This design comes from an exercise in tuning for small area, a short achievable clock period and few clock cycles on the open sky130 flow, not from production work. The RTL was checked by simulation tests, not by an equivalence proof against the original design. Power is estimated from default activity; no workload was simulated.

==> flow/design.v <==
module tm_core (
    input  wire        clk,
    input  wire        rst,           
    input  wire [15:0] img_len,       
    output wire        mem_req,
    output wire        mem_we,
    output wire [15:0] mem_addr,
    output wire [15:0] mem_wdata,
    input  wire        mem_gnt,
    input  wire        mem_rvalid,
    input  wire [15:0] mem_rdata,
    output wire [1:0]  status,        
    output wire [2:0]  fault_kind,
    output wire        fault_write,
    output wire [15:0] fault_addr,
    output wire [15:0] ip_o,
    output wire [15:0] len_o
);
    localparam [2:0] F_TRUNC  = 3'd1,
                     F_INVOP  = 3'd2,
                     F_ACCESS = 3'd3,
                     F_DIVZ   = 3'd4,
                     F_MEMEX  = 3'd5,
                     F_ABNORM = 3'd6;
    localparam [2:0] K_OA = 3'd5,
                     K_OB = 3'd6,
                     K_X  = 3'd7;
    localparam [1:0] O_NONE = 2'd0,    
                     O_RAW  = 2'd1,    
                     O_RD   = 2'd2,    
                     O_VAL  = 2'd3;    
    localparam [2:0] X_RUN = 3'd0,     
                     X_MD  = 3'd1,     
                     X_WR  = 3'd2,     
                     X_WD  = 3'd3,     
                     X_FIX = 3'd4;     
    function [16:0] rca;               
        input [15:0] x;
        input [15:0] y;
        input        ci;
        reg   [16:0] c;
        integer      i;
        begin
            c[0] = ci;
            for (i = 0; i < 16; i = i + 1) begin
                rca[i]  = x[i] ^ y[i] ^ c[i];
                c[i+1]  = (x[i] & y[i]) | (c[i] & (x[i] ^ y[i]));
            end
            rca[16] = c[16];
        end
    endfunction
    function geq;                      
        input [15:0] x;
        input [15:0] y;
        reg   [16:0] c;
        integer      i;
        begin
            c[0] = 1'b1;
            for (i = 0; i < 16; i = i + 1)
                c[i+1] = (x[i] & ~y[i]) | (c[i] & (x[i] | ~y[i]));
            geq = c[16];
        end
    endfunction
    function [19:0] cla;               
        input [19:0] x;
        input [19:0] y;
        input        ci;
        reg   [19:0] p, g, c;
        reg   [4:0]  gp, gg;
        reg   [5:0]  gc;
        integer      k, j;
        begin
            p = x ^ y;
            g = x & y;
            for (k = 0; k < 5; k = k + 1) begin
                gp[k] = p[4*k] & p[4*k+1] & p[4*k+2] & p[4*k+3];
                gg[k] = g[4*k+3] | (p[4*k+3] & g[4*k+2]) | (p[4*k+3] & p[4*k+2] & g[4*k+1]) |
                        (p[4*k+3] & p[4*k+2] & p[4*k+1] & g[4*k]);
            end
            gc[0] = ci;
            for (k = 0; k < 5; k = k + 1)
                gc[k+1] = gg[k] | (gp[k] & gc[k]);
            for (k = 0; k < 5; k = k + 1) begin
                c[4*k] = gc[k];
                for (j = 1; j < 4; j = j + 1)
                    c[4*k+j] = g[4*k+j-1] | (p[4*k+j-1] & c[4*k+j-1]);
            end
            cla = p ^ c;
        end
    endfunction
    reg [1:0]  st;
    reg [2:0]  fkind;
    reg        fwrite;
    reg [15:0] ip, len;
    reg        req_r, we_r;
    reg [15:0] addr_r;                
    reg [3:0]  kind_r;
    reg [3:0]  q0, q1, q2;            
    reg [1:0]  cnt;
    reg        cs;                    
    reg [3:0]  opr0, opr1;            
    reg [1:0]  opb, opv;
    reg [15:0] f1;                    
    reg [1:0]  f1v;
    reg [4:0]  cim;                   
    reg [1:0]  pn;                    
    reg        h1;                    
    reg [15:0] a, b, t, acc;          
    reg [1:0]  as, bs;
    reg        abad, bbad;
    reg        tv;
    reg [2:0]  xs;
    reg        drs;                   
    reg [2:0]  icnt;
    reg        chkv, abn_r;           
    reg [3:0]  dls_r;                 
    wire halted = (st != 2'd0);
    wire [3:0] op    = cs ? opr1 : opr0;
    wire       opbad = cs ? opb[1] : opb[0];
    wire       opvc  = cs ? opv[1] : opv[0];
    wire       f1c   = cs ? f1v[1] : f1v[0];
    wire isA  = (op >= 4'd1) && (op <= 4'd5);
    wire isB  = (op >= 4'd6) && (op <= 4'd11);
    wire is5  = isA | isB;
    wire isP  = (op == 4'd13) | (op == 4'd14);        
    wire [2:0] w = (op == 4'd0 || op == 4'd15) ? 3'd1 : (op >= 4'd12) ? 3'd2 : 3'd5;
    wire [16:0] dl    = rca(len, ~ip, 1'b1);          
    wire        abn   = chkv & abn_r;
    wire        trunc = chkv & ({1'b0, dls_r} < {2'b00, w});
    wire        ok    = opvc & chkv & ~abn_r & ~opbad & ~trunc;
    wire [15:0] chk_x = (as == O_RAW) ? a : (bs == O_RAW) ? b : t;
    wire        x_bad = geq(chk_x, len);
    reg  t_bad, tvr;                  
    wire a_done = (as == O_VAL);
    wire b_done = (bs == O_VAL);
    wire afault = (as == O_RD) & abad;
    wire a_res  = ((as == O_RD) & ~abad) | a_done;
    wire bfault = (bs == O_RD) & bbad & a_res;
    wire        sub   = (op != 4'd1) & (op != 4'd14) & (xs != X_FIX);
    wire [15:0] alu_y = (op == 4'd14) ? len : b;
    wire [15:0] alu_q = alu_y ^ {16{sub}};
    wire [19:0] alu_w = cla({4'd0, a}, {4'd0, alu_q}, sub);
    wire [16:0] alu   = alu_w[16:0];
    wire [15:0] ce  = ~(a ^ b);
    wire [15:0] cg  = a & ~b;
    wire [3:0]  gg, ge;
    genvar gi;
    generate for (gi = 0; gi < 4; gi = gi + 1) begin : cmpg
        assign ge[gi] = &ce[4*gi+3:4*gi];
        assign gg[gi] = cg[4*gi+3] | (ce[4*gi+3] & cg[4*gi+2]) |
                        (ce[4*gi+3] & ce[4*gi+2] & cg[4*gi+1]) |
                        (ce[4*gi+3] & ce[4*gi+2] & ce[4*gi+1] & cg[4*gi]);
    end endgenerate
    wire        eq  = &ge;
    wire        gt  = gg[3] | (ge[3] & gg[2]) | (ge[3] & ge[2] & gg[1]) |
                      (ge[3] & ge[2] & ge[1] & gg[0]);
    wire        lt  = ~gt & ~eq;
    reg taken;
    always @(*) begin
        case (op)
            4'd6:    taken = lt;
            4'd7:    taken = lt | eq;
            4'd8:    taken = eq;
            4'd9:    taken = ~eq;
            4'd10:   taken = ~(lt | eq);
            4'd11:   taken = ~lt;
            default: taken = 1'b0;
        endcase
    end
    wire divz = ((op == 4'd4) | (op == 4'd5)) & (b == 16'd0);
    wire        first  = (xs == X_RUN);
    wire        dsml   = (a[15:8] == 8'd0);
    wire [15:0] md_a   = a;
    wire [15:0] md_acc = acc & {16{~first}};
    wire        dskip  = first & dsml & (op != 4'd3);    
    wire [15:0] pp0    = b[0] ? md_a : 16'd0;
    wire [15:0] pp1    = b[1] ? {md_a[14:0], 1'b0} : 16'd0;
    wire [15:0] cs_s   = md_acc ^ pp0 ^ pp1;
    wire [15:0] cs_c   = (md_acc & pp0) | (md_acc & pp1) | (pp0 & pp1);
    wire [19:0] m2w    = cla({4'd0, cs_s}, {4'd0, cs_c[14:0], 1'b0}, 1'b0);
    wire [16:0] m2     = {1'b0, m2w[15:0]};
    wire [15:0] mb_n   = {2'b00, b[15:2]};
    wire        md_rs  = drs & ~first;
    wire [17:0] dx1    = {md_rs, md_acc, md_a[15]};
    wire [17:0] dy1    = md_rs ? {2'b00, b} : ~{2'b00, b};
    wire [19:0] ds1w   = cla({2'b00, dx1}, {2'b00, dy1}, ~md_rs);
    wire [17:0] ds1    = ds1w[17:0];
    wire [17:0] dx2    = {ds1[16:0], md_a[14]};
    wire [17:0] dy2    = ds1[17] ? {2'b00, b} : ~{2'b00, b};
    wire [19:0] ds2w   = cla({2'b00, dx2}, {2'b00, dy2}, ~ds1[17]);
    wire [17:0] ds2    = ds2w[17:0];
    wire        ge1    = ~ds1[17];
    wire        ge2    = ~ds2[17];
    wire [15:0] r2s    = ds2[15:0];
    wire [15:0] q_n    = {md_a[13:0], ge1, ge2};
    wire        md_done = (op == 4'd3) ? (mb_n == 16'd0) : (~first & (icnt == 3'd1));
    wire [15:0] md_res  = (op == 4'd3) ? m2[15:0] : ((op == 4'd4) ? q_n : r2s);
    wire        md_fix  = (op == 4'd5);                    
    wire [3:0] opn   = cs ? opr0 : opr1;
    wire       opnv  = cs ? opv[0] : opv[1];
    wire       opnb  = cs ? opb[0] : opb[1];
    wire       f1nc  = cs ? f1v[0] : f1v[1];
    wire       nA    = opnv & ~opnb & (opn >= 4'd1) & (opn <= 4'd5);
    wire       nB    = opnv & ~opnb & (opn >= 4'd6) & (opn <= 4'd11);
    wire       n1w   = opnv & (opnb | opn == 4'd0 | opn == 4'd15);
    wire       n2w   = opnv & ~opnb & (opn >= 4'd12) & (opn <= 4'd14);
    wire wpend = req_r & we_r;
    wire bfree = ~req_r | mem_gnt;
    wire rd_ok = ({1'b0, cnt} + {2'd0, req_r & ~we_r}) <= 3'd2;
    wire x_ok = isA & a_done & b_done & tvr & ~divz & ~t_bad;
    reg        h_c;
    reg [1:0]  h_st;
    reg [2:0]  h_k;
    reg        h_w;
    reg [15:0] h_a;
    always @(*) begin
        h_c = 1'b1; h_st = 2'd2; h_k = 3'd0; h_w = 1'b0; h_a = 16'd0;
        if (abn)                              h_k = F_ABNORM;
        else if (opvc & chkv & opbad)         h_k = F_INVOP;
        else if (opvc & trunc)                h_k = F_TRUNC;
        else if (ok & (op == 4'd15))          h_st = 2'd1;
        else if (ok & afault)                 begin h_k = F_ACCESS; h_a = a; end
        else if (ok & bfault)                 begin h_k = F_ACCESS; h_a = b; end
        else if (ok & isA & a_done & b_done & tvr & divz)
                                              h_k = F_DIVZ;
        else if (ok & isA & a_done & b_done & tvr & t_bad)
                                              begin h_k = F_ACCESS; h_w = 1'b1; h_a = t; end
        else if (ok & (op == 4'd14) & al_v & al_c)
                                              h_k = F_MEMEX;
        else                                  h_c = 1'b0;
    end
    wire halt_now = ~halted & h_c & ~wpend;
    wire        run    = ok & ~halted;
    wire        r_add  = run & (xs == X_RUN) & x_ok & ((op == 4'd1) | (op == 4'd2));
    wire        r_md   = run & (((xs == X_RUN) & x_ok & (op >= 4'd3) & ~dskip) | (xs == X_MD)) & md_done & ~md_fix;
    wire        r_fx   = run & (xs == X_FIX);
    wire        res_c  = r_add | r_md | r_fx;
    wire [15:0] res    = r_add ? alu[15:0] : r_fx ? (drs ? alu[15:0] : a) : md_res;
    wire        w_go   = (res_c | (run & (xs == X_WR))) & bfree;
    wire br_done = run & isB & a_done & b_done & tv;
    wire go_done = run & (op == 4'd12) & f1c;
    wire ig_done = run & (op == 4'd13) & a_done;
    reg  al_c, al_v;                  
    wire al_done = run & (op == 4'd14) & al_v & ~al_c;
    wire nop_done= run & (op == 4'd0);
    wire ngo   = (opn == 4'd12) & opnv & ~opnb & f1nc & ~h1 & (dls_r >= 4'd7) &
                 ~((xs == X_WD) & (pn != 2'd0) & (t == ipw));
    wire adv_r = (run & (xs == X_WD)) | (br_done & ~taken);
    wire adv5  = adv_r & ~ngo;
    wire [11:0] ip_hi1 = ip[15:4] + 12'd1;
    wire [4:0]  ipw_lo = {1'b0, ip[3:0]} + {2'b00, w};
    wire [15:0] ipw    = {ipw_lo[4] ? ip_hi1 : ip[15:4], ipw_lo[3:0]};
    reg        redir;
    reg [15:0] tgt;
    always @(*) begin
        redir = ~halt_now;
        tgt   = t;
        if (br_done & taken)   tgt = t;
        else if (go_done | (adv_r & ngo)) tgt = f1;
        else if (ig_done)      tgt = a;
        else if (al_done | nop_done) tgt = ipw;
        else                   redir = 1'b0;
    end
    wire kill = redir | halt_now;
    wire [4:0] c_need = ~opvc                     ? 5'b11111 :
                        (opbad | (w == 3'd1))     ? 5'b00001 :
                        (w == 3'd2)               ? 5'b00011 : 5'b11111;
    wire [4:0] c_left = c_need & ~cim;
    function [2:0] pick;
        input [4:0] lf;      
        input       ia;      
        input       ib;      
        input [1:0] fl;      
        input       fk;
        begin
            if (lf[0])                          pick = 3'd0;
            else if (lf[1])                     pick = 3'd1;
            else if (ia & fk & fl[0] & lf[3])   pick = 3'd3;
            else if (ia & fk & fl[1] & lf[4])   pick = 3'd4;
            else if (ia & ~fk & lf[3])          pick = 3'd3;
            else if (ib & fk & fl[1] & ~fl[0] & lf[3]) pick = 3'd3;
            else if (lf[2])                     pick = 3'd2;
            else if (lf[3])                     pick = 3'd3;
            else                                pick = 3'd4;
        end
    endfunction
    wire [2:0] c_k = pick(c_left, opvc & isA, opvc & isB, f1[1:0], f1c);
    wire [4:0] n_need = n1w ? 5'b00001 : n2w ? 5'b00011 : 5'b11111;
    wire [4:0] n_left = n_need & ~{3'b000, pn[1], pn[1] | pn[0]};
    wire [2:0] n_k    = pick(n_left, nA, nB, f1[1:0], f1nc);
    wire f1_free = is5 & f1c & (as[1] | (as == O_VAL)) & (bs[1] | (bs == O_VAL));
    wire n_ok    = opvc & is5 & ~opbad;
    wire n0_rdy  = n_ok & (pn == 2'd0);
    wire n1_rdy  = n_ok & (pn == 2'd1) & f1_free & (isB | tv);
    reg        r_go;
    reg [15:0] r_base;
    reg [3:0]  r_ofs;
    reg        r_fix;                  
    reg [3:0]  r_kind;
    always @(*) begin
        r_go = 1'b1; r_base = a; r_ofs = 4'd0; r_fix = 1'b1; r_kind = {cs, K_X};
        if (redir) begin
            r_base = tgt; r_kind = {cs, 3'd0};
        end else if (adv5) begin
            r_go = |n_left; r_fix = 1'b0; r_ofs = 4'd5 + {1'b0, n_k}; r_kind = {~cs, n_k};
        end else if (as == O_RAW) begin
            r_base = a; r_kind = {cs, K_OA};
        end else if (bs == O_RAW) begin
            r_base = b; r_kind = {cs, K_OB};
        end else if (|c_left) begin
            r_fix = 1'b0; r_ofs = {1'b0, c_k}; r_kind = {cs, c_k};
        end else if (n0_rdy) begin
            r_fix = 1'b0; r_ofs = 4'd5; r_kind = {~cs, 3'd0};
        end else if (n1_rdy) begin
            r_fix = 1'b0; r_ofs = 4'd6; r_kind = {~cs, 3'd1};
        end else begin
            r_go = 1'b0;
        end
    end
    wire [4:0]  r_lo   = {1'b0, ip[3:0]} + {1'b0, r_ofs};
    wire [15:0] r_addr = r_fix ? r_base : {r_lo[4] ? ip_hi1 : ip[15:4], r_lo[3:0]};
    wire        rd_go  = ~halted & ~halt_now & ~w_go & r_go & rd_ok & bfree;
    wire       rv    = mem_rvalid & (cnt != 2'd0);
    wire       rs    = q0[3];
    wire [2:0] rk    = (kill | q0[2:0] == K_X) ? K_X : q0[2:0];
    function [3:0] drop;
        input [3:0] tg;
        input       k;
        begin
            drop = k ? {tg[3], K_X} : tg;
        end
    endfunction
    always @(posedge clk) begin
        if (adv5 && !kill) begin
            abn_r <= (dls_r == 4'd5);
            dls_r <= dls_r - 4'd5;
        end else begin
            abn_r <= ~dl[16] | (dl[15:0] == 16'd0);
            dls_r <= (dl[15:4] != 12'd0) ? 4'd15 : dl[3:0];
        end
        if (rst) begin
            st     <= 2'd0;
            fkind  <= 3'd0;
            fwrite <= 1'b0;
            ip     <= 16'd0;
            len    <= img_len;
            req_r  <= 1'b0;
            we_r   <= 1'b0;
            cnt    <= 2'd0;
            cs     <= 1'b0;
            opv    <= 2'b00;
            f1v    <= 2'b00;
            cim    <= 5'd0;
            pn     <= 2'd0;
            h1     <= 1'b0;
            as     <= O_NONE;
            bs     <= O_NONE;
            abad   <= 1'b0;
            bbad   <= 1'b0;
            tv     <= 1'b0;
            xs     <= X_RUN;
            chkv   <= 1'b0;
        end else begin
            chkv <= ~kill;
            t_bad <= x_bad;
            al_c  <= alu[16];
            al_v  <= a_done & ~kill & ~adv5;
            tvr   <= tv & ~kill & ~adv5 & (as != O_RAW) & (bs != O_RAW);
            begin : tq
                reg [3:0] q [0:2];
                reg [1:0] c;
                q[0] = drop(q0, kill);
                q[1] = drop(q1, kill);
                q[2] = drop(q2, kill);
                c = cnt;
                if (rv) begin
                    q[0] = q[1]; q[1] = q[2];
                    c = c - 2'd1;
                end
                if (req_r && !we_r && mem_gnt) begin
                    case (c)
                        2'd0:    q[0] = drop(kind_r, kill);
                        2'd1:    q[1] = drop(kind_r, kill);
                        default: q[2] = drop(kind_r, kill);
                    endcase
                    c = c + 2'd1;
                end
                q0 <= q[0]; q1 <= q[1]; q2 <= q[2];
                cnt <= c;
            end
            if (halt_now) begin
                req_r  <= 1'b0;
                we_r   <= 1'b0;
                addr_r <= h_a;
            end else if (bfree) begin
                if (w_go) begin
                    req_r  <= 1'b1;
                    we_r   <= 1'b1;
                    addr_r <= t;
                    kind_r <= {cs, K_X};
                end else if (rd_go) begin
                    req_r  <= 1'b1;
                    we_r   <= 1'b0;
                    addr_r <= r_addr;
                    kind_r <= r_kind;
                end else begin
                    req_r  <= 1'b0;
                    we_r   <= 1'b0;
                end
            end else begin
                kind_r <= drop(kind_r, kill);
            end
            if (halt_now) begin
                st     <= h_st;
                fkind  <= h_k;
                fwrite <= h_w;
            end
            begin : ist
                reg [4:0] m;
                reg [1:0] p, ov, fv;
                reg [1:0] sa, sb;
                reg       sv, ba, bb, k1;
                m = cim; p = pn; ov = opv; fv = f1v;
                sa = as; sb = bs; sv = tv; ba = abad; bb = bbad; k1 = h1;
                if (kill) begin
                    m = 5'd0; p = 2'd0; ov = 2'b00; fv = 2'b00;
                    sa = O_NONE; sb = O_NONE; sv = 1'b0; ba = 1'b0; bb = 1'b0;
                    k1 = 1'b0;
                    if (redir) ip <= tgt;
                end else if (adv5) begin
                    ip <= ipw;
                    cs <= ~cs;
                    m  = {3'b000, pn[1], pn[1] | pn[0]};
                    p  = 2'd0;
                    ov[cs] = 1'b0; fv[cs] = 1'b0;
                    sa = O_NONE; sb = O_NONE; sv = 1'b0; ba = 1'b0; bb = 1'b0;
                    k1 = 1'b0;
                end
                if (!kill && !adv5 && opvc && isP && f1c && as == O_NONE) begin
                    a <= f1; sa = O_RAW;
                end
                if (rv) begin
                    case (rk)
                        3'd0: if (!ov[rs]) begin
                            if (rs) opr1 <= mem_rdata[3:0]; else opr0 <= mem_rdata[3:0];
                            opb[rs] <= (mem_rdata[15:4] != 12'd0);
                            ov[rs] = 1'b1;
                        end
                        3'd1: if (!fv[rs]) begin
                            f1 <= mem_rdata; fv[rs] = 1'b1;
                        end
                        3'd2: if (isA) begin
                            t <= mem_rdata; sv = 1'b1;
                        end else if (isB) begin
                            a <= mem_rdata; sa = f1[0] ? O_RAW : O_VAL;
                        end
                        3'd3: if (isA) begin
                            a <= mem_rdata; sa = f1[0] ? O_RAW : O_VAL;
                        end else if (isB) begin
                            b <= mem_rdata; sb = f1[1] ? O_RAW : O_VAL;
                        end
                        3'd4: if (isA) begin
                            b <= mem_rdata; sb = f1[1] ? O_RAW : O_VAL;
                        end else if (isB) begin
                            t <= mem_rdata; sv = 1'b1;
                        end
                        K_OA: if (!abad) begin a <= mem_rdata; sa = O_VAL; end
                        K_OB: if (!bbad) begin b <= mem_rdata; sb = O_VAL; end
                        default: ;
                    endcase
                end
                if (!kill && adv5 && xs == X_WD) begin
                    if (pn != 2'd0 && t == ipw) begin
                        if (cs) opr0 <= acc[3:0]; else opr1 <= acc[3:0];
                        opb[~cs] <= (acc[15:4] != 12'd0);
                        ov[~cs] = 1'b1;
                    end
                    if (h1 && pn == 2'd2) begin
                        f1 <= acc; fv[~cs] = 1'b1;
                    end
                end
                if (!kill && !adv5 && as == O_RAW) ba = x_bad;
                if (!kill && !adv5 && as != O_RAW && bs == O_RAW) bb = x_bad;
                if (!kill && !adv5 && req_r && !we_r && kind_r[3] != cs && kind_r[2:0] == 3'd1)
                    k1 = (t == addr_r) & isA;
                if (rd_go) begin
                    if (kill || adv5) begin
                        m = m | (5'd1 << r_kind[2:0]);
                    end else if (r_kind[2:0] == K_OA) begin
                        sa = O_RD;
                    end else if (r_kind[2:0] == K_OB) begin
                        sb = O_RD;
                    end else if (r_kind[3] != cs) begin
                        p = p + 2'd1;
                    end else begin
                        m = m | (5'd1 << r_kind[2:0]);
                    end
                end
                cim <= m; pn <= p; opv <= ov; f1v <= fv;
                as <= sa; bs <= sb; tv <= sv; abad <= ba; bbad <= bb;
                h1 <= k1;
            end
            if (kill || adv5) begin
                xs <= X_RUN;
            end else if (run) begin
                case (xs)
                    X_RUN: if (x_ok && op >= 4'd3) begin
                        if (dskip) begin
                            acc  <= 16'd0;
                            a    <= {a[7:0], 8'd0};
                            icnt <= 3'd4;
                        end else begin
                            acc  <= (op == 4'd3) ? m2[15:0] : r2s;
                            a    <= (op == 4'd3) ? {md_a[13:0], 2'b00} : q_n;
                            if (op == 4'd3) b <= mb_n;
                            icnt <= 3'd7;
                        end
                        drs  <= 1'b0;
                        if (!dskip) drs <= ds2[16];
                        xs   <= X_MD;
                    end
                    X_MD: begin
                        acc  <= (op == 4'd3) ? m2[15:0] : r2s;
                        a    <= (op == 4'd3) ? {md_a[13:0], 2'b00} : q_n;
                        if (op == 4'd3) b <= mb_n;
                        drs  <= ds2[16];
                        icnt <= icnt - 3'd1;
                        if (md_done && md_fix) begin
                            a  <= r2s;
                            xs <= X_FIX;
                        end
                    end
                    X_WR: ;
                    default: ;
                endcase
                if (res_c) begin
                    acc <= res;
                    xs  <= bfree ? X_WD : X_WR;
                end else if (xs == X_WR && bfree) begin
                    xs  <= X_WD;
                end
            end
            if (al_done) len <= alu[15:0];
        end
    end
    assign mem_req     = req_r;
    assign mem_we      = we_r;
    assign mem_addr    = addr_r;
    assign mem_wdata   = acc;
    assign status      = st;
    assign fault_kind  = fkind;
    assign fault_write = fwrite;
    assign fault_addr  = addr_r;
    assign ip_o        = ip;
    assign len_o       = len;
endmodule
==> flow/flow/run.sh <==
#!/bin/bash
# Standard ORFS layout, with timing repair aiming well below the clock period
# (the constraints are the design's; only repair_timing's setup margin changes).
set -euo pipefail
bash standard.sh SETUP_SLACK_MARGIN=22 finish > layout.log 2>&1
==> flow/standard.sh <==
#!/bin/bash
# synth_recipe.tcl (not shown) runs the flow's synth.tcl, then flattens the netlist and writes it again
# the make line also repeats each setting of config.mk as NAME=value (left out here)
make -C /OpenROAD-flow-scripts/flow DESIGN_CONFIG=/design/flow/config.mk WORK_HOME=/design/flow/orfs CLKGATE_MAP_FILE= SYNTH_SCRIPT=/design/flow/synth_recipe.tcl "${@:-finish}"
==> flow/config.mk <==
export PLATFORM = sky130hd
export DESIGN_NAME = tm_core
export DESIGN_NICKNAME = tm_core
export VERILOG_FILES = /design/flow/design.v
export SDC_FILE = /design/flow/constraint.sdc
export NUM_CORES = 4
export LEC_CHECK = 0
export CAP_MARGIN = 20
export CORE_MARGIN = 2
export CORE_UTILIZATION = 40
export PLACE_DENSITY = 0.6
export SLEW_MARGIN = 20
==> flow/constraint.sdc <==
create_clock -name core_clock -period 30.0 [get_ports {clk}]
set_input_delay 6.0000 -clock core_clock [delete_from_list [all_inputs] [get_ports {clk}]]
set_output_delay 6.0000 -clock core_clock [all_outputs]
set_load 0.01 [all_outputs]
==> results of run 1 <==
==> layout by cell type, fill, tap and decap left out, types with 9 or more instances in the layout <==
master / n
nand3b_1: 14
o211ai_1: 47
a31oi_1: 25
xnor2_1: 69
fa_1: 74
a22oi_1: 26
a211oi_1: 35
nor4_1: 31
nand2_1: 287
inv_1: 133
mux2i_1: 109
o21ai_0: 156
nand4_1: 20
and2_1: 26
buf_4: 66
nor2_1: 233
a21oi_1: 194
and3_1: 16
clkbuf_16: 26
dfxtp_1: 51
o221ai_1: 9
clkbuf_1: 9
a21o_1: 31
nor3_1: 60
nor2b_1: 16
o21ai_1: 15
nand2b_1: 31
edfxtp_1: 146
xor2_1: 62
a221oi_1: 13
mux2_2: 46
ha_1: 102
o22ai_1: 30
o21a_1: 16
nand3_1: 42
clkdlybuf4s50_1: 122
==> cell families (layout without fill, tap and decap cells) <==
kind of cell | count (synthesis) | count (layout)
and+or+nand+nor | 856 | 857
adders and majority gates | 185 | 185
muxes | 155 | 155
AOI/OAI and AO/OA | 715 | 716
xor gates and xnor gates | 135 | 135
buffers and inverters | 336 | 377
DFF | 201 | 201
other | 0 | 1
==> area by class of cell <==
class / count / share of cell area, %
diodes: 1 / 0.0104
multi-input cells: 2048 / 60.6
well taps: 688 / 3.57
clock buffers: 38 / 3.01
repair buffers: 194 / 7.46
inverters: 138 / 2.19
flip-flops and latches: 201 / 22.8
clock inverters: 7 / 0.363
==> what timing repair did <==
action                                  4_1_cts  5_1_grt
cloned                                        0        2
pin swaps                                     1        7
endpoints found under the setup margin       85       69
setup buffers                                 5       17
gates resized for setup                      17       32
hold buffers                                  0        0
==> per-layer routing <==
layer  part of all wire (%)  up-vias  wire length, um
met2                     44     1356            40100
met4                    4.9        2             4430
met5                 0.0088        -                8
li1                       -     9357                -
met1                     40    10300            36500
met3                     11      256             9700
==> state kept, by name, summed over array words and instances (netlist names), 3 cells and up <==
signal	flops
kind_r	4
b	16
a	16
addr_r	16
q1	4
opr0	4
dls_r	4
acc	16
xs	3
icnt	3
q2	4
ip	16
q0	4
cim	5
fkind	3
len	16
t	16
f1	16
opr1	4
==> path summary, 6_finish.rpt <==
check                 end  slack (ns)
setup / recovery  ip_o[6]       22.02
hold / removal     fwrite        0.48
setup reg to reg  acc[15]       22.35
hold reg to reg    fwrite        0.48
==> power breakdown <==
| group | total (mW) | internal, mW | switching, mW |
|---|---|---|---|
| clock network | 0.313 | 0.183 | 0.130 |
| registers | 0.409 | 0.346 | 0.0625 |
| logic | 0.482 | 0.199 | 0.283 |
| total | 1.20 | 0.729 | 0.475 |
==> tightest hold or removal path, cell delays in order, from the launching register on <==
cell and delay, ns:
dfxtp_1 0.33, nand2_1 0.06, a21oi_1 0.05
==> through the flow <==
step	utilization [%]	area (um^2)	setup slack (ns)	hold slack (ns)	instances
2_1_floorplan	-	21300	22.02	0.448	2583
3_3_place_gp	43.7	22900	21.04	0.471	3245
3_5_place_dp	43.7	23000	20.95	0.481	3245
4_1_cts	45.4	23900	21.97	0.492	3295
5_1_grt	45.9	24100	22.00	0.501	3314
6_report	45.9	24100	22.02	0.484	3315
==> flow_metrics.env, run 1 <==
export IMPL_run_status="complete, no violations"
export IMPL_viasPerCell=6.41
export IMPL_cts_buffers_inserted=25
export IMPL_synth_avg_cell_area_um2=8.24
export IMPL_grt_overflow_total=0
export IMPL_timing_worst_setup_path_type="reg -> out"
export IMPL_grt_met2_usage_pct=49.5
export IMPL_drt_iter0_markers=2810
export IMPL_path_depth=1
export IMPL_synthMuxAreaShare_pct=7.56
export IMPL_grtUsageTotal_pct=31.6
export IMPL_crit_family="flip-flops"
export IMPL_first_global_vias=20200
export IMPL_dieArea_um2=55100
export IMPL_holdPathStages=2
export IMPL_nFillCells=5096
export IMPL_timing_critical_path_to_type="primary output"
export IMPL_mappedNetlistNets=2798
export IMPL_ys_seq_area_share_pct=25.8
export IMPL_cts_sink_count=201
export IMPL_synth_seq_cells=201
export IMPL_worst_endpoint_required_ns=24.00
export IMPL_critical_path_max_fanout=12
export IMPL_cap_viol_max_count=0
export IMPL_grt_start_max_net_pins=64
export IMPL_htree_num_levels=1
export IMPL_wire_length_of_the_first_global_routing_pass_mm=133
export IMPL_crit_buf_inv=1
export IMPL_drive_above_1_share_pct=9.29
export IMPL_hold_start="fwrite"
export IMPL_slew_headroom_pct=27.0
export IMPL_yosys_warnings=2
export IMPL_route_vias_total=21200
export IMPL_start_util_pct=40.5
export IMPL_yosysMostFrequentCell="nand2_1"
export IMPL_ys_types=107
export IMPL_syn_instance_count=2583
export IMPL_setup_tns_ns=0
export IMPL_area_fraction_in_compound_gates_after_synthesis_pct=21.6
export IMPL_critical_path_arrival_ns=1.98
export IMPL_synthesis_area_um2=21300
export IMPL_numPortBuffers=123
export IMPL_synth_top_family_by_area="compound AO/OA/AOI/OAI gates"
export IMPL_dp_hpwl_mm=69.4
export IMPL_tritoncts="done"
export IMPL_post_synthesis_to_final_layout_area_growth_pct=13.3
export IMPL_post_synth_most_frequent_cells="nand2_1, nor2_1, a21oi_1"
export IMPL_hold_viol=0
export IMPL_critical_path_slowest_cell="dfxtp_1"
export IMPL_sequential_cell_area_um2=5500
export IMPL_clkSlewWorstSetupHoldPaths_ns=0.06
export IMPL_grt_busiest_layer="met2"
export IMPL_max_clock_skew_ns=0.0156
export IMPL_routed_wirelength_mm=90.7
export IMPL_ys_dominant_reg_cell="edfxtp_1"
export IMPL_global_route_usage_met1_pct=42.7
export IMPL_peak_freq_ghz=0.125
export IMPL_hold_path_class="reg -> reg"
export IMPL_yosys_area_top_type_share_pct=20.6
export IMPL_area_share_of_xor_xnor_cells_in_the_synthesized_design_pct=5.75
export IMPL_synth_top_cells_by_area="edfxtp_1, fa_1, ha_1, dfxtp_1, mux2i_1"
export IMPL_first_pass_iters=8
export IMPL_final_setup_viol_count=0
export IMPL_die_h_um=235
export IMPL_pin_count=124
export IMPL_critical_path_cell_chain="clkdlybuf4s50_1"
export IMPL_area_of_the_multi_input_gates_um2=14600
export IMPL_design_final_nets=2823
export IMPL_synth_enable_flop_cells=146
export IMPL_irDropWorstVdd_uv=31.4
export IMPL_floorplan_rows=84
export IMPL_detail_route_drc_violations=0
export IMPL_start_kind="flop"
export IMPL_rsz0062_at_grt="false"
export IMPL_antenna_found_initial=3
export IMPL_clock_insertion_delay_worst_skew_ns=0.56
export IMPL_async_reset_ff_share_pct=0
export IMPL_power_dens_cells_nw_per_um2=49.9
export IMPL_grt_util_met3_pct=5.96
export IMPL_post_route_min_period_ns=7.98
export IMPL_antenna_violating_nets_post_route=0
export IMPL_core_um2=52600
export IMPL_timing_worst_slew_pin_value_ns=1.08
export IMPL_cell_at_the_root_of_the_clock_tree="clkbuf_16"
export IMPL_synthesized_area_fraction_occupied_by_and_or_nand_nor_cells_pct=19.3
export IMPL_fp_dieW_um=235
export IMPL_critPathLaunch="ip[6]"
export IMPL_finalWeightedCongestion=0.984
export IMPL_drt_wirelength_per_cell_um=27.4
export IMPL_p_total_mw=1.20
export IMPL_depth_of_the_worst_register_to_register_path=33
export IMPL_crit_reg2reg_launch="a[15]"
export IMPL_final_max_slew_viol_count=0
export IMPL_static_leakage_nw=9.17
export IMPL_synthesized_area_fraction_occupied_by_adder_cells_pct=13.5
export IMPL_netlist_top_cell_by_area="edfxtp_1"
export IMPL_max_clock_path_buffers=3
export IMPL_critical_path_max_stage_delay_ns=0.75
export IMPL_layout_worst_path_cycle_share_pct=26.6
Testbench counts, summed over its fixed seeds: cycles 663,258.
==> inputs of run 2 (changes only) <==
==> flow/flow/run.sh (replaced) <==
#!/bin/bash
set -euo pipefail
bash standard.sh SETUP_SLACK_MARGIN=23 "BUFFER_PORTS_ARGS=-buffer_cell sky130_fd_sc_hd__buf_4" finish > layout.log 2>&1
==> run 2 against run 1 <==
Net effect:
- count of clock-buffer cells in the layout fell by 7
- sequential power fell by 1%
- final cell count rose by 4.6%
- largest cell class unchanged
- highest routed layer is now met4
- sequential share of layout area fell by 1.6 points
- critical endpoint is now len_o[2]
- still clean on timing, DRC and antenna
==> flow_metrics.env, run 2 <==
export IMPL_mappedNetlistNets=2798
export IMPL_critical_path_slowest_cell="edfxtp_1"
export IMPL_worst_endpoint_required_ns=24.00
export IMPL_syn_instance_count=2583
export IMPL_clock_insertion_delay_worst_skew_ns=0.57
export IMPL_start_kind="flop"
export IMPL_dp_hpwl_mm=70.7
export IMPL_irDropWorstVdd_uv=37.0
export IMPL_path_depth=1
export IMPL_timing_worst_slew_pin_value_ns=1.37
export IMPL_synth_seq_cells=201
export IMPL_hold_start="fwrite"
export IMPL_post_synth_most_frequent_cells="nand2_1, nor2_1, a21oi_1"
export IMPL_yosysMostFrequentCell="nand2_1"
export IMPL_async_reset_ff_share_pct=0
export IMPL_start_util_pct=40.5
export IMPL_slew_headroom_pct=8.53
export IMPL_die_h_um=235
export IMPL_rsz0062_at_grt="true"
export IMPL_antenna_violating_nets_post_route=0
export IMPL_fin_cells=3467
export IMPL_synth_top_cells_by_area="edfxtp_1, fa_1, ha_1, dfxtp_1, mux2i_1"
export IMPL_static_leakage_nw=10.4
export IMPL_detail_route_drc_violations=0
export IMPL_dp_cells=3233
export IMPL_max_clock_path_buffers=3
export IMPL_first_global_vias=20600
export IMPL_area_of_the_multi_input_gates_um2=15300
export IMPL_num_antenna_cells=0
export IMPL_timing_worst_setup_path_type="reg -> out"
export IMPL_depth_of_the_worst_register_to_register_path=27
export IMPL_worstHoldEndpoint="fwrite"
export IMPL_finalWeightedCongestion=1.00
export IMPL_cap_viol_max_count=0
export IMPL_fp_dieW_um=235
export IMPL_post_synthesis_to_final_layout_area_growth_pct=23.3
export IMPL_floorplan_rows=84
export IMPL_synthesis_area_um2=21300
export IMPL_postPlaceCellArea_um2=22900
export IMPL_worst_slack_ns=22.71
export IMPL_htree_num_levels=1
export IMPL_final_max_slew_viol_count=0
export IMPL_tritoncts="done"
export IMPL_grtUsageTotal_pct=33.6
export IMPL_critical_path_cell_chain="buf_6"
export IMPL_holdPathStages=2
export IMPL_critical_path_arrival_ns=1.29
export IMPL_run_status="complete, no violations"
export IMPL_crit_buf_inv=1
export IMPL_design_final_nets=2976
export IMPL_nFillCells=4990
export IMPL_hold_path_class="reg -> reg"
export IMPL_netlist_top_cell_by_area="edfxtp_1"
export IMPL_layout_worst_path_cycle_share_pct=24.3
export IMPL_r2r_setup_slack_ns=22.96
export IMPL_postCtsHoldBufs=0
export IMPL_ys_dominant_reg_cell="edfxtp_1"
export IMPL_post_route_min_period_ns=7.29
export IMPL_drive_above_1_share_pct=23.2
export IMPL_sequential_cell_area_um2=5570
export IMPL_ys_seq_area_share_pct=25.8
export IMPL_cts_sink_count=201
export IMPL_drt_wirelength_per_cell_um=28.1
export IMPL_ys_types=107
export IMPL_dieArea_um2=55100
export IMPL_crit_reg2reg_launch="len[0]"
export IMPL_setup_tns_ns=0
export IMPL_crit_family="flip-flops"
export IMPL_wire_length_of_the_first_global_routing_pass_mm=140
export IMPL_hold_viol=0
export IMPL_regToRegEndpoint="dls_r[1]"
export IMPL_core_um2=52600
export IMPL_power_dens_cells_nw_per_um2=49.1
export IMPL_route_vias_total=22100
export IMPL_yosys_area_top_type_share_pct=20.6
export IMPL_place_worst_setup_slack_ns=21.49
export IMPL_grt_overflow_total=0
export IMPL_first_pass_iters=6
export IMPL_cts_buffers_inserted=25
export IMPL_max_clock_skew_ns=0.0226
export IMPL_numPortBuffers=123
export IMPL_clkSlewWorstSetupHoldPaths_ns=0.06
export IMPL_routed_wirelength_mm=97.3
export IMPL_synth_enable_flop_cells=146
export IMPL_timing_critical_path_to_type="primary output"
export IMPL_critical_path_max_stage_delay_ns=0.54
export IMPL_antenna_found_initial=0
export IMPL_final_setup_viol_count=0
export IMPL_yosys_warnings=2
export IMPL_pin_count=124
export IMPL_grt_start_max_net_pins=91
export IMPL_postLayoutCellArea_um2=26300
export IMPL_most_common_cell_after_layout_fill_and_taps_aside="nand2_1"
export IMPL_viasPerCell=6.38
export IMPL_critical_path_max_fanout=2
export IMPL_top_library_cells_by_usage_in_the_layout_fill_and_taps_aside="nand2_1, buf_4, nor2_1"
export IMPL_cell_at_the_root_of_the_clock_tree="clkbuf_16"
export IMPL_drt_iter0_markers=2859
export IMPL_synth_avg_cell_area_um2=8.24
export IMPL_peak_freq_ghz=0.137
==> run 2: cell counts after synthesis <==
No cell type changed its count.
==> run 2: cell type report <==
type / instances / area share (%)
repair inverters: 1 / 0.0429
multi-input cells: 2049 / 58.2
flip-flops and latches: 201 / 21.2
inverters: 138 / 2.12
clock buffers: 31 / 2.51
well taps: 688 / 3.28
clock inverters: 14 / 0.395
repair buffers: 345 / 12.2
==> run 2: repair_timing <==
action | 4_1_cts | 5_1_grt
setup buffers | 118 | 63
pin swaps | 33 | 60
endpoints found under the setup margin | 241 | 236
gates resized for setup | 210 | 81
cloned | 3 | 5
==> run 2: logic make-up after synthesis <==
logic type / after synthesis / synth area share (%)
and+or+nand+nor: 856 / 19.3
xor gates and xnor gates: 135 / 5.75
adders and majority gates: 185 / 13.5
muxes: 155 / 7.56
DFF: 201 / 25.8
AOI/OAI and AO/OA: 715 / 21.6
buffers and inverters: 336 / 6.54
==> run 2: per-layer routing <==
layer  global-route usage [%]  vias to the layer above  routed length [um]
met4                     14.7                        0                5040
met1                     46.6                    10800               39200
met5                        0                        -                   0
li1                         -                     9661                   -
met2                     51.7                     1409               42800
met3                     4.98                      235               10200
==> run 2: worst max path at each step <==
| stage | start | slack (ns) | end |
|---|---|---|---|
| 5_1_grt | len[4] | 22.68 | len_o[4] |
| 2_1_floorplan | mem_rvalid | 22.38 | q2[0] |
| 3_3_place_gp | b[0] | 21.73 | acc[15] |
| 3_5_place_dp | b[0] | 21.49 | acc[15] |
| 6_report | len[2] | 22.71 | len_o[2] |
| 4_1_cts | len[4] | 22.71 | len_o[4] |
==> run 2: metrics by stage <==
step	hold slack, ns	power, mW	util [%]
after floorplan	0.448	0.722	-
after global placement	0.467	0.880	43.5
after detailed placement	0.479	0.888	43.5
after CTS	0.484	1.24	48.2
after global routing	0.509	1.34	50.0
final	0.498	1.29	50.0
==> run 2: report_power, final <==
part           internal [mW]  total (mW)  leakage [nW]  switching [mW]
Clock                  0.164       0.299         0.371           0.135
Sequential             0.345       0.403          1.86          0.0583
Combinational          0.259       0.588          8.12           0.330
==> inputs of run 3 (changes only) <==
==> flow/flow/run.sh (replaced) <==
#!/bin/bash
set -euo pipefail
bash standard.sh SETUP_SLACK_MARGIN=22 "BUFFER_PORTS_ARGS=-buffer_cell sky130_fd_sc_hd__buf_2" finish > layout.log 2>&1
==> run 3 against run 2 <==
Net effect:
- synthesized cell count is the same
- register-to-register slack worse by 0.70 ns
- critical endpoint is now len[14]
- setup slack got worse by 0.62 ns
- final cell count shrank 4.5%
- global-route usage fell by 2.3 points
- clock power increased by 6%
- largest cell class unchanged
- first-iteration DRC count decreased by 4.8%
- cell area is 11% lower
- sequential share of layout area increased by 2.2 points
- critical path type is now in -> reg
- highest routed layer is now met5
==> flow_metrics.env, run 3 <==
export IMPL_run_status="complete, no violations"
export IMPL_syn_instance_count=2583
export IMPL_irDropWorstVdd_uv=34.3
export IMPL_layout_worst_path_cycle_share_pct=26.4
export IMPL_drt_wirelength_per_cell_um=27.1
export IMPL_post_route_min_period_ns=7.92
export IMPL_tritoncts="done"
export IMPL_ys_types=107
export IMPL_timing_critical_path_to_type="flop"
export IMPL_final_setup_viol_count=0
export IMPL_clock_insertion_delay_worst_skew_ns=0.56
export IMPL_sequential_cell_area_um2=5490
export IMPL_routed_wirelength_mm=89.9
export IMPL_clkSlewWorstSetupHoldPaths_ns=0.06
export IMPL_grt_start_max_net_pins=64
export IMPL_critical_path_arrival_ns=8.10
export IMPL_top_library_cells_by_usage_in_the_layout_fill_and_taps_aside="nand2_1, nor2_1, a21oi_1"
export IMPL_static_leakage_nw=9.21
export IMPL_synthesis_area_um2=21300
export IMPL_power_dens_cells_nw_per_um2=50.9
export IMPL_route_vias_total=21100
export IMPL_crit_buf_inv=4
export IMPL_drive_above_1_share_pct=13.6
export IMPL_crit_family="buffers and inverters"
export IMPL_start_util_pct=40.5
export IMPL_detail_route_drc_violations=0
export IMPL_timing_worst_slew_pin_value_ns=1.18
export IMPL_cts_sink_count=201
export IMPL_pin_count=124
export IMPL_place_worst_setup_slack_ns=20.93
export IMPL_postLayoutCellArea_um2=23400
export IMPL_setup_tns_ns=0
export IMPL_ys_dominant_reg_cell="edfxtp_1"
export IMPL_p_total_mw=1.19
export IMPL_hold_path_class="reg -> reg"
export IMPL_whs_ns=0.465
export IMPL_drt_iter0_markers=2723
export IMPL_critical_path_max_fanout=63
export IMPL_htree_num_levels=1
export IMPL_wire_length_of_the_first_global_routing_pass_mm=131
export IMPL_synth_avg_cell_area_um2=8.24
export IMPL_finalWeightedCongestion=0.978
export IMPL_post_synth_most_frequent_cells="nand2_1, nor2_1, a21oi_1"
export IMPL_mappedNetlistNets=2798
export IMPL_most_common_cell_after_layout_fill_and_taps_aside="nand2_1"
export IMPL_critical_path_slowest_cell="buf_4"
export IMPL_peak_freq_ghz=0.126
export IMPL_post_synthesis_to_final_layout_area_growth_pct=10.0
export IMPL_critical_path_max_stage_delay_ns=0.51
export IMPL_dp_hpwl_mm=69.4
export IMPL_max_clock_path_buffers=3
export IMPL_grtUsageTotal_pct=31.3
export IMPL_cts_buffers_inserted=25
export IMPL_core_um2=52600
export IMPL_max_clock_skew_ns=0.0134
export IMPL_die_h_um=235
export IMPL_floorplan_rows=84
export IMPL_synth_top_cells_by_area="edfxtp_1, fa_1, ha_1, dfxtp_1, mux2i_1"
export IMPL_antenna_violating_nets_post_route=0
export IMPL_viasPerCell=6.36
export IMPL_antenna_found_initial=1
export IMPL_fin_cells=3312
export IMPL_grt_overflow_total=0
export IMPL_first_pass_iters=6
export IMPL_postCtsHoldBufs=0
export IMPL_postPlaceCellArea_um2=22400
export IMPL_hold_viol=0
export IMPL_dieArea_um2=55100
export IMPL_async_reset_ff_share_pct=0
export IMPL_yosys_warnings=2
export IMPL_nFillCells=5281
export IMPL_cap_viol_max_count=0
export IMPL_postLayoutCoreUtil_pct=44.6
export IMPL_timing_worst_setup_path_type="in -> reg"
export IMPL_worst_slack_ns=22.08
export IMPL_yosys_area_top_type_share_pct=20.6
export IMPL_design_final_nets=2824
export IMPL_critical_path_cell_chain="buf_2 > buf_6 > clkinv_4 > buf_4 > o21ai_2"
export IMPL_fp_dieW_um=235
export IMPL_cell_at_the_root_of_the_clock_tree="clkbuf_16"
export IMPL_yosysMostFrequentCell="nand2_1"
export IMPL_rsz0062_at_grt="true"
export IMPL_slew_headroom_pct=20.5
export IMPL_first_global_vias=19800
export IMPL_worst_endpoint_required_ns=30.18
export IMPL_final_max_slew_viol_count=0
export IMPL_numPortBuffers=123
export IMPL_dp_cells=3247
export IMPL_start_kind="input pin"
export IMPL_synth_seq_cells=201
export IMPL_area_of_the_multi_input_gates_um2=14600
export IMPL_synth_enable_flop_cells=146
export IMPL_netlist_top_cell_by_area="edfxtp_1"
export IMPL_ys_seq_area_share_pct=25.8
export IMPL_num_antenna_cells=0
==> run 3: cell counts after synthesis <==
No cell type changed its count.
==> run 3: metal layers <==
layer  GRT usage (%)  up-vias  part of all wire, %
met5               0        -                0.010
met4            13.8        2                  5.2
met3            5.30      244                   11
met2            48.1     1284                   44
met1            43.0    10200                   41
li1                -     9366                    -
==> run 3: final timing paths <==
path                            startpoint       to  slack [ns]  depth (start not counted)
worst max register to register      len[0]    abn_r       22.26                         23
worst min-delay path                fwrite   fwrite        0.47                          2
worst min register to register      fwrite   fwrite        0.47                          2
worst max-delay path                   rst  len[14]       22.08                          5
==> run 3: worst min-delay path, cell delays in order, from the launching register on <==
cell and delay (ns):
dfxtp_1 0.31, nand2_1 0.05, a21oi_1 0.05
==> run 3: final cells by class <==
cell class	instances	share of cell area [%]
inverter	138	2.26
clock buffer	27	2.70
multi-input combinational	2047	62.1
tap	688	3.67
clock inverter	15	0.753
sequential	201	23.4
timing repair buffer	196	5.04
==> run 3: cells by family after synthesis <==
kind of cell	after synthesis	synth area share (%)
muxes	155	7.56
adders and majority gates	185	13.5
xor gates and xnor gates	135	5.75
AOI/OAI and AO/OA	715	21.6
DFF	201	25.8
and+or+nand+nor	856	19.3
buffers and inverters	336	6.54
==> run 3: timing repair <==
item                       4_1_cts  5_1_grt
setup endpoints to repair       32       19
gates resized for setup          8       18
cloned                           0        1
setup buffers                    4       17
pin swaps                        0        4
==> run 3: power breakdown <==
part | switching [mW] | internal [mW]
Combinational | 0.288 | 0.183
Sequential | 0.0561 | 0.346
Clock | 0.133 | 0.185
Total | 0.478 | 0.714
==> inputs of run 4 (changes only) <==
==> flow/flow/run.sh (replaced) <==
#!/bin/bash
set -euo pipefail
bash standard.sh SETUP_SLACK_MARGIN=22.7 "BUFFER_PORTS_ARGS=-buffer_cell sky130_fd_sc_hd__buf_4" finish > layout.log 2>&1
==> run 4 against run 3 <==
Net effect:
- still clean on timing, DRC and antenna
- fmax rose by 7.3%
- synthesized cell count did not move
- non-clock buffer count rose by 50
- setup slack improved by 0.54 ns
- clock skew rose by 0.0055 ns
- sequential share of layout area fell by 1.0 points
- clock power rose by 3%
- worst hold slack got worse by 0.010 ns
- largest power group unchanged
==> flow_metrics.env, run 4 <==
export IMPL_run_status="complete, no violations"
export IMPL_grtUsageTotal_pct=32.7
export IMPL_grt_overflow_total=0
export IMPL_ys_seq_area_share_pct=25.8
export IMPL_ys_dominant_reg_cell="edfxtp_1"
export IMPL_yosys_warnings=2
export IMPL_synth_top_cells_by_area="edfxtp_1, fa_1, ha_1, dfxtp_1, mux2i_1"
export IMPL_cpMostUsedCell="buf_6"
export IMPL_first_pass_iters=6
export IMPL_cell_internal_pwr_mw=0.745
export IMPL_post_synthesis_to_final_layout_area_growth_pct=15.8
export IMPL_pin_count=124
export IMPL_crit_reg2reg_launch="len[0]"
export IMPL_grt_start_max_net_pins=57
export IMPL_setup_tns_ns=0
export IMPL_core_um2=52600
export IMPL_clkSlewWorstSetupHoldPaths_ns=0.06
export IMPL_top_library_cells_by_usage_in_the_layout_fill_and_taps_aside="nand2_1, nor2_1, buf_4"
export IMPL_critical_path_slowest_cell="edfxtp_1"
export IMPL_rsz0062_at_grt="true"
export IMPL_cap_viol_max_count=0
export IMPL_max_clock_path_buffers=3
export IMPL_first_global_vias=20500
export IMPL_clock_insertion_delay_worst_skew_ns=0.57
export IMPL_synth_avg_cell_area_um2=8.24
export IMPL_critical_path_cell_chain="buf_6 > buf_6 > buf_6"
export IMPL_netlist_top_cell_by_area="edfxtp_1"
export IMPL_slew_headroom_pct=29.7
export IMPL_most_common_cell_after_layout_fill_and_taps_aside="nand2_1"
export IMPL_critical_path_max_stage_delay_ns=0.43
export IMPL_synth_enable_flop_cells=146
export IMPL_antenna_found_initial=2
export IMPL_antenna_violating_nets_post_route=0
export IMPL_drt_iter0_markers=2938
export IMPL_htree_num_levels=1
export IMPL_drive_above_1_share_pct=17.8
export IMPL_critPathLaunch="len[0]"
export IMPL_detail_route_drc_violations=0
export IMPL_floorplan_rows=84
export IMPL_viasPerCell=6.49
export IMPL_depth_of_the_worst_register_to_register_path=24
export IMPL_timing_worst_setup_path_type="reg -> out"
export IMPL_synth_seq_cells=201
export IMPL_hold_viol=0
export IMPL_start_util_pct=40.5
export IMPL_path_depth=3
export IMPL_design_final_nets=2874
export IMPL_routed_wirelength_mm=94.4
export IMPL_power_switching_mw=0.500
export IMPL_yosys_area_top_type_share_pct=20.6
export IMPL_wire_length_of_the_first_global_routing_pass_mm=137
export IMPL_tritoncts="done"
export IMPL_static_leakage_nw=9.66
export IMPL_critPathCapture="len_o[0]"
export IMPL_postCtsHoldBufs=0
export IMPL_crit_buf_inv=3
export IMPL_cts_buffers_inserted=25
export IMPL_whs_ns=0.455
export IMPL_crit_family="flip-flops"
export IMPL_peak_freq_ghz=0.136
export IMPL_start_kind="flop"
export IMPL_power_share_sequential_pct=32.2
export IMPL_timing_worst_slew_pin_value_ns=1.04
export IMPL_r2r_setup_slack_ns=22.86
export IMPL_ys_types=107
export IMPL_clock_power_share_pct=26.2
export IMPL_timing_critical_path_to_type="primary output"
export IMPL_numPortBuffers=123
export IMPL_dp_hpwl_mm=70.5
export IMPL_cell_at_the_root_of_the_clock_tree="clkbuf_16"
export IMPL_combPwrFrac_pct=41.7
export IMPL_post_route_min_period_ns=7.38
export IMPL_max_clock_skew_ns=0.0190
export IMPL_async_reset_ff_share_pct=0
export IMPL_irDropWorstVdd_uv=34.3
export IMPL_final_setup_viol_count=0
export IMPL_hold_path_class="reg -> reg"
export IMPL_post_synth_most_frequent_cells="nand2_1, nor2_1, a21oi_1"
export IMPL_power_dens_cells_nw_per_um2=50.5
export IMPL_dieArea_um2=55100
export IMPL_die_h_um=235
export IMPL_switching_share_pct=40.1
export IMPL_final_max_slew_viol_count=0
export IMPL_drt_wirelength_per_cell_um=28.0
export IMPL_worst_endpoint_required_ns=24.00
export IMPL_fp_dieW_um=235
export IMPL_num_antenna_cells=0
export IMPL_yosysMostFrequentCell="nand2_1"
export IMPL_critical_path_arrival_ns=1.38
export IMPL_critical_path_max_fanout=3
export IMPL_route_vias_total=21800
export IMPL_finalWeightedCongestion=0.983
export IMPL_cts_sink_count=201
export IMPL_regToRegEndpoint="dls_r[1]"
export IMPL_synthesis_area_um2=21300
export IMPL_syn_instance_count=2583
export IMPL_mappedNetlistNets=2798
export IMPL_layout_worst_path_cycle_share_pct=24.6
[run 4: kinds of logic (layout without fill, tap and decap cells)]
| family | Yosys count | count (layout) | share of synthesized area, % |
|---|---|---|---|
| DFF | 201 | 201 | 25.8 |
| buffers and inverters | 336 | 430 | 6.54 |
| xor gates and xnor gates | 135 | 135 | 5.75 |
| and+or+nand+nor | 856 | 857 | 19.3 |
| muxes | 155 | 155 | 7.56 |
| adders and majority gates | 185 | 185 | 13.5 |
| AOI/OAI and AO/OA | 715 | 715 | 21.6 |
[run 4: metrics by stage]
stage / power [mW] / area, um^2 / setup slack (ns) / utilization [%] / cells
after detailed placement: 0.878 / 22800 / 21.42 / 43.3 / 3240
after CTS: 1.22 / 24100 / 22.66 / 45.9 / 3325
final: 1.24 / 24600 / 22.62 / 46.9 / 3366
after global routing: 1.30 / 24600 / 22.63 / 46.9 / 3366
after floorplan: 0.712 / 21500 / 22.36 / - / 2583
after global placement: 0.869 / 22700 / 21.59 / 43.3 / 3240
[run 4: worst min path at each step]
stage / cells after the start / startpoint / to / slack (ns)
2_1_floorplan: 2 / cim[3] / cim[3] / 0.45
3_3_place_gp: 2 / fwrite / fwrite / 0.45
3_5_place_dp: 2 / fwrite / fwrite / 0.45
4_1_cts: 2 / fwrite / fwrite / 0.46
5_1_grt: 2 / fwrite / fwrite / 0.49
6_report: 2 / fwrite / fwrite / 0.46
[run 4: routing by layer]
metal | global-route usage (%) | vias up | part of all wire (%)
li1 | - | 9467 | -
met1 | 44.9 | 10500 | 40
met2 | 49.7 | 1564 | 43
met3 | 5.56 | 311 | 11
met4 | 16.3 | 4 | 5.9
met5 | 0 | - | 0.035
[run 4: power by group through the flow]
stage / registers, mW / logic, mW / clock network, mW
2_1_floorplan: 0.377 / 0.335 / 0
3_3_place_gp: 0.409 / 0.461 / 0
3_5_place_dp: 0.410 / 0.468 / 0
4_1_cts: 0.398 / 0.494 / 0.324
5_1_grt: 0.403 / 0.558 / 0.335
6_report: 0.400 / 0.519 / 0.326
[run 4: cell type report]
type | instances | area [um^2]
Fill cell | 5120 | 27900
Sequential cell | 201 | 5530
Timing Repair Buffer | 246 | 2020
Tap cell | 688 | 861
Clock buffer | 34 | 689
Inverter | 138 | 528
Multi-Input combinational cell | 2047 | 14900
Clock inverter | 12 | 149
[run 4: worst min-delay path, delay by kind of cell (launching register included)]
family,cells,cell delay (ns)
and+or+nand+nor,1,0.05
AOI/OAI and AO/OA,1,0.05
DFF,1,0.31
[run 4: repair_timing]
action	in CTS	in global routing
endpoints found under the hold margin	0	0
pin swaps	8	18
setup buffers	38	39
gates resized for setup	61	55
setup endpoints to repair	193	75
cloned	1	2
==> inputs of run 5 (changes only) <==
==> flow/flow/run.sh (replaced) <==
#!/bin/bash
set -euo pipefail
bash standard.sh SETUP_SLACK_MARGIN=22.4 "BUFFER_PORTS_ARGS=-buffer_cell sky130_fd_sc_hd__buf_4" finish > layout.log 2>&1
==> run 5 against run 4 <==
Net effect:
- still clean on timing, DRC and antenna
- routed wire length shrank 3.4%
- final cell count shrank 0.77%
- non-clock buffer count shrank 24
- register-to-register slack lost 0.28 ns
- clock skew shrank 0.0013 ns
- core utilization shrank 0.90 points
- global-route usage shrank 1.2 points
- via count shrank 2.1%
- critical path depth grew 4
- cell area shrank 1.9%
- die area is the same
- power shrank 2.5%
- largest power group unchanged
- highest routed layer unchanged
==> flow_metrics.env, run 5 <==
export IMPL_layout_worst_path_cycle_share_pct=25.3
export IMPL_critical_path_max_fanout=8
export IMPL_top_library_cells_by_usage_in_the_layout_fill_and_taps_aside="nand2_1, nor2_1, buf_4"
export IMPL_whs_ns=0.471
export IMPL_clock_insertion_delay_worst_skew_ns=0.58
export IMPL_max_clock_path_buffers=3
export IMPL_postPlaceCellArea_um2=22700
export IMPL_design_final_nets=2850
export IMPL_antenna_found_initial=3
export IMPL_routed_wirelength_mm=91.2
export IMPL_ys_seq_area_share_pct=25.8
export IMPL_first_global_vias=20100
export IMPL_netlist_top_cell_by_area="edfxtp_1"
export IMPL_route_vias_total=21400
export IMPL_grtUsageTotal_pct=31.5
export IMPL_cap_viol_max_count=0
export IMPL_hold_viol=0
export IMPL_floorplan_rows=84
export IMPL_ys_dominant_reg_cell="edfxtp_1"
export IMPL_antenna_violating_nets_post_route=0
export IMPL_finalWeightedCongestion=1.02
export IMPL_most_common_cell_after_layout_fill_and_taps_aside="nand2_1"
export IMPL_yosysMostFrequentCell="nand2_1"
export IMPL_start_util_pct=40.5
export IMPL_ys_types=107
export IMPL_num_antenna_cells=0
export IMPL_cts_sink_count=201
export IMPL_run_status="complete, no violations"
export IMPL_drive_above_1_share_pct=15.5
export IMPL_dieArea_um2=55100
export IMPL_synth_seq_cells=201
export IMPL_power_switching_mw=0.486
export IMPL_drt_iter0_markers=2850
export IMPL_drt_wirelength_per_cell_um=27.3
export IMPL_tritoncts="done"
export IMPL_clkSlewWorstSetupHoldPaths_ns=0.07
export IMPL_timing_critical_path_to_type="flop"
export IMPL_pin_count=124
export IMPL_post_route_min_period_ns=7.59
export IMPL_syn_instance_count=2583
export IMPL_post_synthesis_to_final_layout_area_growth_pct=13.5
export IMPL_peak_freq_ghz=0.132
export IMPL_yosys_area_top_type_share_pct=20.6
export IMPL_combPwrFrac_pct=40.3
export IMPL_worst_endpoint_required_ns=30.32
export IMPL_cell_internal_pwr_mw=0.728
export IMPL_synthesis_area_um2=21300
export IMPL_irDropWorstVdd_uv=40.4
export IMPL_timing_worst_setup_path_type="in -> reg"
export IMPL_core_um2=52600
export IMPL_dp_hpwl_mm=69.3
export IMPL_clock_power_share_pct=26.3
export IMPL_detail_route_drc_violations=0
export IMPL_power_dens_cells_nw_per_um2=50.2
export IMPL_numPortBuffers=123
export IMPL_fp_dieW_um=235
export IMPL_viasPerCell=6.40
export IMPL_cts_buffers_inserted=25
export IMPL_power_share_sequential_pct=33.4
export IMPL_slew_headroom_pct=30.1
export IMPL_first_pass_iters=6
export IMPL_setup_tns_ns=0
export IMPL_async_reset_ff_share_pct=0
export IMPL_hold_path_class="reg -> reg"
export IMPL_rsz0062_at_grt="true"
export IMPL_switching_share_pct=40.0
export IMPL_die_h_um=235
export IMPL_synth_top_cells_by_area="edfxtp_1, fa_1, ha_1, dfxtp_1, mux2i_1"
export IMPL_critical_path_arrival_ns=7.91
export IMPL_timing_worst_slew_pin_value_ns=1.04
export IMPL_cell_at_the_root_of_the_clock_tree="clkbuf_16"
export IMPL_yosys_warnings=2
export IMPL_postLayoutCellArea_um2=24200
export IMPL_post_synth_most_frequent_cells="nand2_1, nor2_1, a21oi_1"
export IMPL_start_kind="input pin"
export IMPL_static_leakage_nw=9.47
export IMPL_synth_avg_cell_area_um2=8.24
export IMPL_grt_overflow_total=0
export IMPL_final_max_slew_viol_count=0
export IMPL_wire_length_of_the_first_global_routing_pass_mm=132
export IMPL_mappedNetlistNets=2798
export IMPL_p_total_mw=1.21
export IMPL_synth_enable_flop_cells=146
export IMPL_htree_num_levels=1
export IMPL_grt_start_max_net_pins=66
export IMPL_final_setup_viol_count=0
export IMPL_max_clock_skew_ns=0.0176
[run 5: through the flow]
stage / utilization (%) / worst slack (ns) / std cells
after global routing: 46.0 / 22.32 / 3340
final: 46.0 / 22.41 / 3340
after detailed placement: 43.2 / 21.13 / 3246
after global placement: 43.2 / 21.20 / 3246
after floorplan: - / 22.36 / 2583
after CTS: 45.1 / 22.36 / 3301
[run 5: layout make-up]
class                      instances  area, um^2
tap                              688         861
timing repair buffer             222        1770
fill                            5166       28400
clock buffer                      32         703
sequential                       201        5500
clock inverter                    12         128
multi-input combinational       2047       14700
inverter                         138         532
[run 5: worst paths after layout]
kind / startpoint / to / slack (ns) / cells after the start
worst min-delay path: fwrite / fwrite / 0.47 / 2
worst max-delay path: mem_gnt / addr_r[15] / 22.41 / 7
worst max register to register: len[0] / abn_r / 22.58 / 23
worst min register to register: fwrite / fwrite / 0.47 / 2
[run 5: cell families (layout without fill, tap and decap cells)]
logic type	after synthesis	count (layout)	share of synthesized area, %
and+or+nand+nor	856	857	19.3
buffers and inverters	336	404	6.54
xor gates and xnor gates	135	135	5.75
AOI/OAI and AO/OA	715	715	21.6
DFF	201	201	25.8
muxes	155	155	7.56
adders and majority gates	185	185	13.5
[run 5: metal layers]
layer / wire length [um] / vias to the layer above / global-route usage [%]
li1: - / 9395 / -
met1: 37300 / 10400 / 42.9
met2: 40600 / 1320 / 49.4
met3: 9080 / 225 / 5.59
met4: 4200 / 4 / 13.0
met5: 32 / - / 0
[run 5: timing repair]
item                       4_1_cts  5_1_grt
setup endpoints to repair      142       54
resized for setup               26       34
hold buffers                     0        0
setup buffers                   10       37
cloned                           1        2
pin swaps                        4       15
[run 5: worst max-delay path, stage by stage]
cell and delay, ns:
buf_4 0.13, nand2b_1 0.47, o21ai_1 0.56, a21oi_1 0.16
a41o_1 0.30, a21oi_1 0.17, o211ai_1 0.11
[run 5: power groups by stage]
stage	Sequential [mW]	Clock [mW]	Combinational, mW
finish	0.406	0.319	0.489
CTS	0.404	0.319	0.469
global placement	0.409	0	0.455
detailed placement	0.410	0	0.463
floorplan	0.377	0	0.331
global route	0.408	0.329	0.530
==> inputs of run 6 (changes only) <==
==> flow/flow/run.sh (replaced) <==
#!/bin/bash
set -euo pipefail
bash standard.sh SETUP_SLACK_MARGIN=22 "BUFFER_PORTS_ARGS=-buffer_cell sky130_fd_sc_hd__buf_4" finish > layout.log 2>&1
==> run 6 against run 5 <==
Net effect:
- combinational power fell by 3%
- register-to-register slack got worse by 0.40 ns
- highest routed layer is now met4
- via count fell by 0.74%
==> flow_metrics.env, run 6 <==
export IMPL_worst_endpoint_required_ns=30.43
export IMPL_cpMostUsedCell="fa_1"
export IMPL_r2r_setup_slack_ns=22.18
export IMPL_grt_start_max_net_pins=64
export IMPL_peak_freq_ghz=0.128
export IMPL_topRoutingLayerUsed="met4"
export IMPL_drt_met1_wl_mm=37.1
export IMPL_ys_types=107
export IMPL_htree_num_levels=1
export IMPL_static_leakage_nw=9.25
export IMPL_yosys_area_top_type_share_pct=20.6
export IMPL_layout_worst_path_cycle_share_pct=26.1
export IMPL_rsz0062_at_grt="false"
export IMPL_crit_buf_inv=3
export IMPL_yosys_warnings=2
export IMPL_critical_path_arrival_ns=8.25
export IMPL_critical_path_cell_chain="inv_1 > ha_1 > fa_1 > fa_1 > fa_1 > inv_1 > fa_1 > inv_1 > fa_1 > fa_1 > fa_1 > fa_1 > fa_1 > fa_1 > fa_1 > fa_1 > fa_1 > fa_1 > fa_1 > nand4_1 > nor3_2 > and3_1 > a21oi_1"
export IMPL_syn_instance_count=2583
export IMPL_detailroute_wirelength_met3_mm=8.92
export IMPL_cts_buffers_inserted=24
export IMPL_irDropWorstVdd_uv=35.7
export IMPL_antenna_violating_nets_post_route=0
export IMPL_run_status="complete, no violations"
export IMPL_synthesis_area_um2=21300
export IMPL_die_h_um=235
export IMPL_antenna_found_initial=0
export IMPL_power_dens_cells_nw_per_um2=50.7
export IMPL_post_route_min_period_ns=7.82
export IMPL_slew_headroom_pct=29.5
export IMPL_start_kind="flop"
export IMPL_postPlaceCellArea_um2=22700
export IMPL_fp_dieW_um=235
export IMPL_ys_dominant_reg_cell="edfxtp_1"
export IMPL_crit_family="adder cells"
export IMPL_first_global_vias=19900
export IMPL_start_util_pct=40.5
export IMPL_place_worst_setup_slack_ns=20.99
export IMPL_numPortBuffers=123
export IMPL_yosysMostFrequentCell="nand2_1"
export IMPL_p_total_mw=1.20
export IMPL_drive_above_1_share_pct=13.3
export IMPL_synth_seq_cells=201
export IMPL_mappedNetlistNets=2798
export IMPL_final_setup_viol_count=0
export IMPL_max_clock_skew_ns=0.0152
export IMPL_dr_wl_met2_mm=39.7
export IMPL_post_synth_most_frequent_cells="nand2_1, nor2_1, a21oi_1"
export IMPL_setup_tns_ns=0
export IMPL_design_final_nets=2812
export IMPL_tritoncts="done"
export IMPL_synth_top_cells_by_area="edfxtp_1, fa_1, ha_1, dfxtp_1, mux2i_1"
export IMPL_synth_enable_flop_cells=146
export IMPL_finalWeightedCongestion=0.995
export IMPL_wire_length_of_the_first_global_routing_pass_mm=131
export IMPL_max_clock_path_buffers=3
export IMPL_cell_at_the_root_of_the_clock_tree="clkbuf_16"
export IMPL_dieArea_um2=55100
export IMPL_detail_route_drc_violations=0
export IMPL_viasPerCell=6.42
export IMPL_core_um2=52600
export IMPL_clkSlewWorstSetupHoldPaths_ns=0.06
export IMPL_dp_hpwl_mm=69.0
export IMPL_routed_wirelength_mm=90.0
export IMPL_floorplan_rows=84
export IMPL_drt_iter0_markers=2837
export IMPL_postCtsHoldBufs=0
export IMPL_netlist_top_cell_by_area="edfxtp_1"
export IMPL_drt_wirelength_per_cell_um=27.2
export IMPL_num_antenna_cells=0
export IMPL_ys_seq_area_share_pct=25.8
export IMPL_grtUsageTotal_pct=31.2
## run 6: where the power goes
group | internal [mW] | switching (mW)
sequential | 0.346 | 0.0579
combinational | 0.189 | 0.284
clock | 0.188 | 0.136
total | 0.723 | 0.478
## run 6: path summary, 6_finish.rpt
| path | from | endpoint | cells after the start |
|---|---|---|---|
| worst max-delay path | len[0] | dls_r[1] | 23 |
| worst min-delay path | fwrite | fwrite | 2 |
| worst max register to register | len[0] | dls_r[1] | 23 |
| worst min register to register | fwrite | fwrite | 2 |
## run 6: worst min-delay path: stages, from the launching register on
cell,delay [ns]
dfxtp_1,0.32
nand2_1,0.05
a21oi_1,0.05
## run 6: layout make-up
| type | count | area, um^2 |
|---|---|---|
| sequential | 201 | 5490 |
| multi-input combinational | 2047 | 14500 |
| inverter | 138 | 529 |
| clock inverter | 14 | 153 |
| fill | 5211 | 28900 |
| clock buffer | 30 | 686 |
| tap | 688 | 861 |
| timing repair buffer | 185 | 1420 |
## run 6: per-stage QoR
stage | util (%) | cells | hold WS [ns]
2_1_floorplan | - | 2583 | 0.448
3_3_place_gp | 43.1 | 3248 | 0.469
3_5_place_dp | 43.1 | 3248 | 0.469
4_1_cts | 44.9 | 3297 | 0.479
5_1_grt | 45.1 | 3303 | 0.490
6_report | 45.1 | 3303 | 0.475
## run 6: cell families after synthesis
kind of cell / share of synthesized area [%]
AND/OR/NAND/NOR: 19.3
AO/OA/AOI/OAI: 21.6
buffers and inverters: 6.54
flip-flops: 25.8
adder cells (fa/ha/maj): 13.5
multiplexers: 7.56
XOR/XNOR: 5.75
## run 6: per-layer routing
layer  track usage (%)  vias to the layer above
met5                 0                        -
met1              43.1                    10300
met3              4.61                      244
li1                  -                     9336
met2              49.2                     1349
met4              11.6                        0
## run 6: timing repair
action                                  in CTS  in global routing
resized for setup                            9                 23
gates cloned                                 0                  1
endpoints found under the setup margin      37                 37
pin swaps                                    0                  4
setup buffers                                5                  5

Re-timed with assumed drivers on the ports (clkbuf_16 on the clock, buf_2 on other inputs), run 6 has 22.185 ns of setup slack against 22.185 ns with ideal ports, and 21.602 ns once port delays also move by the mid clock arrival of 0.619 ns.
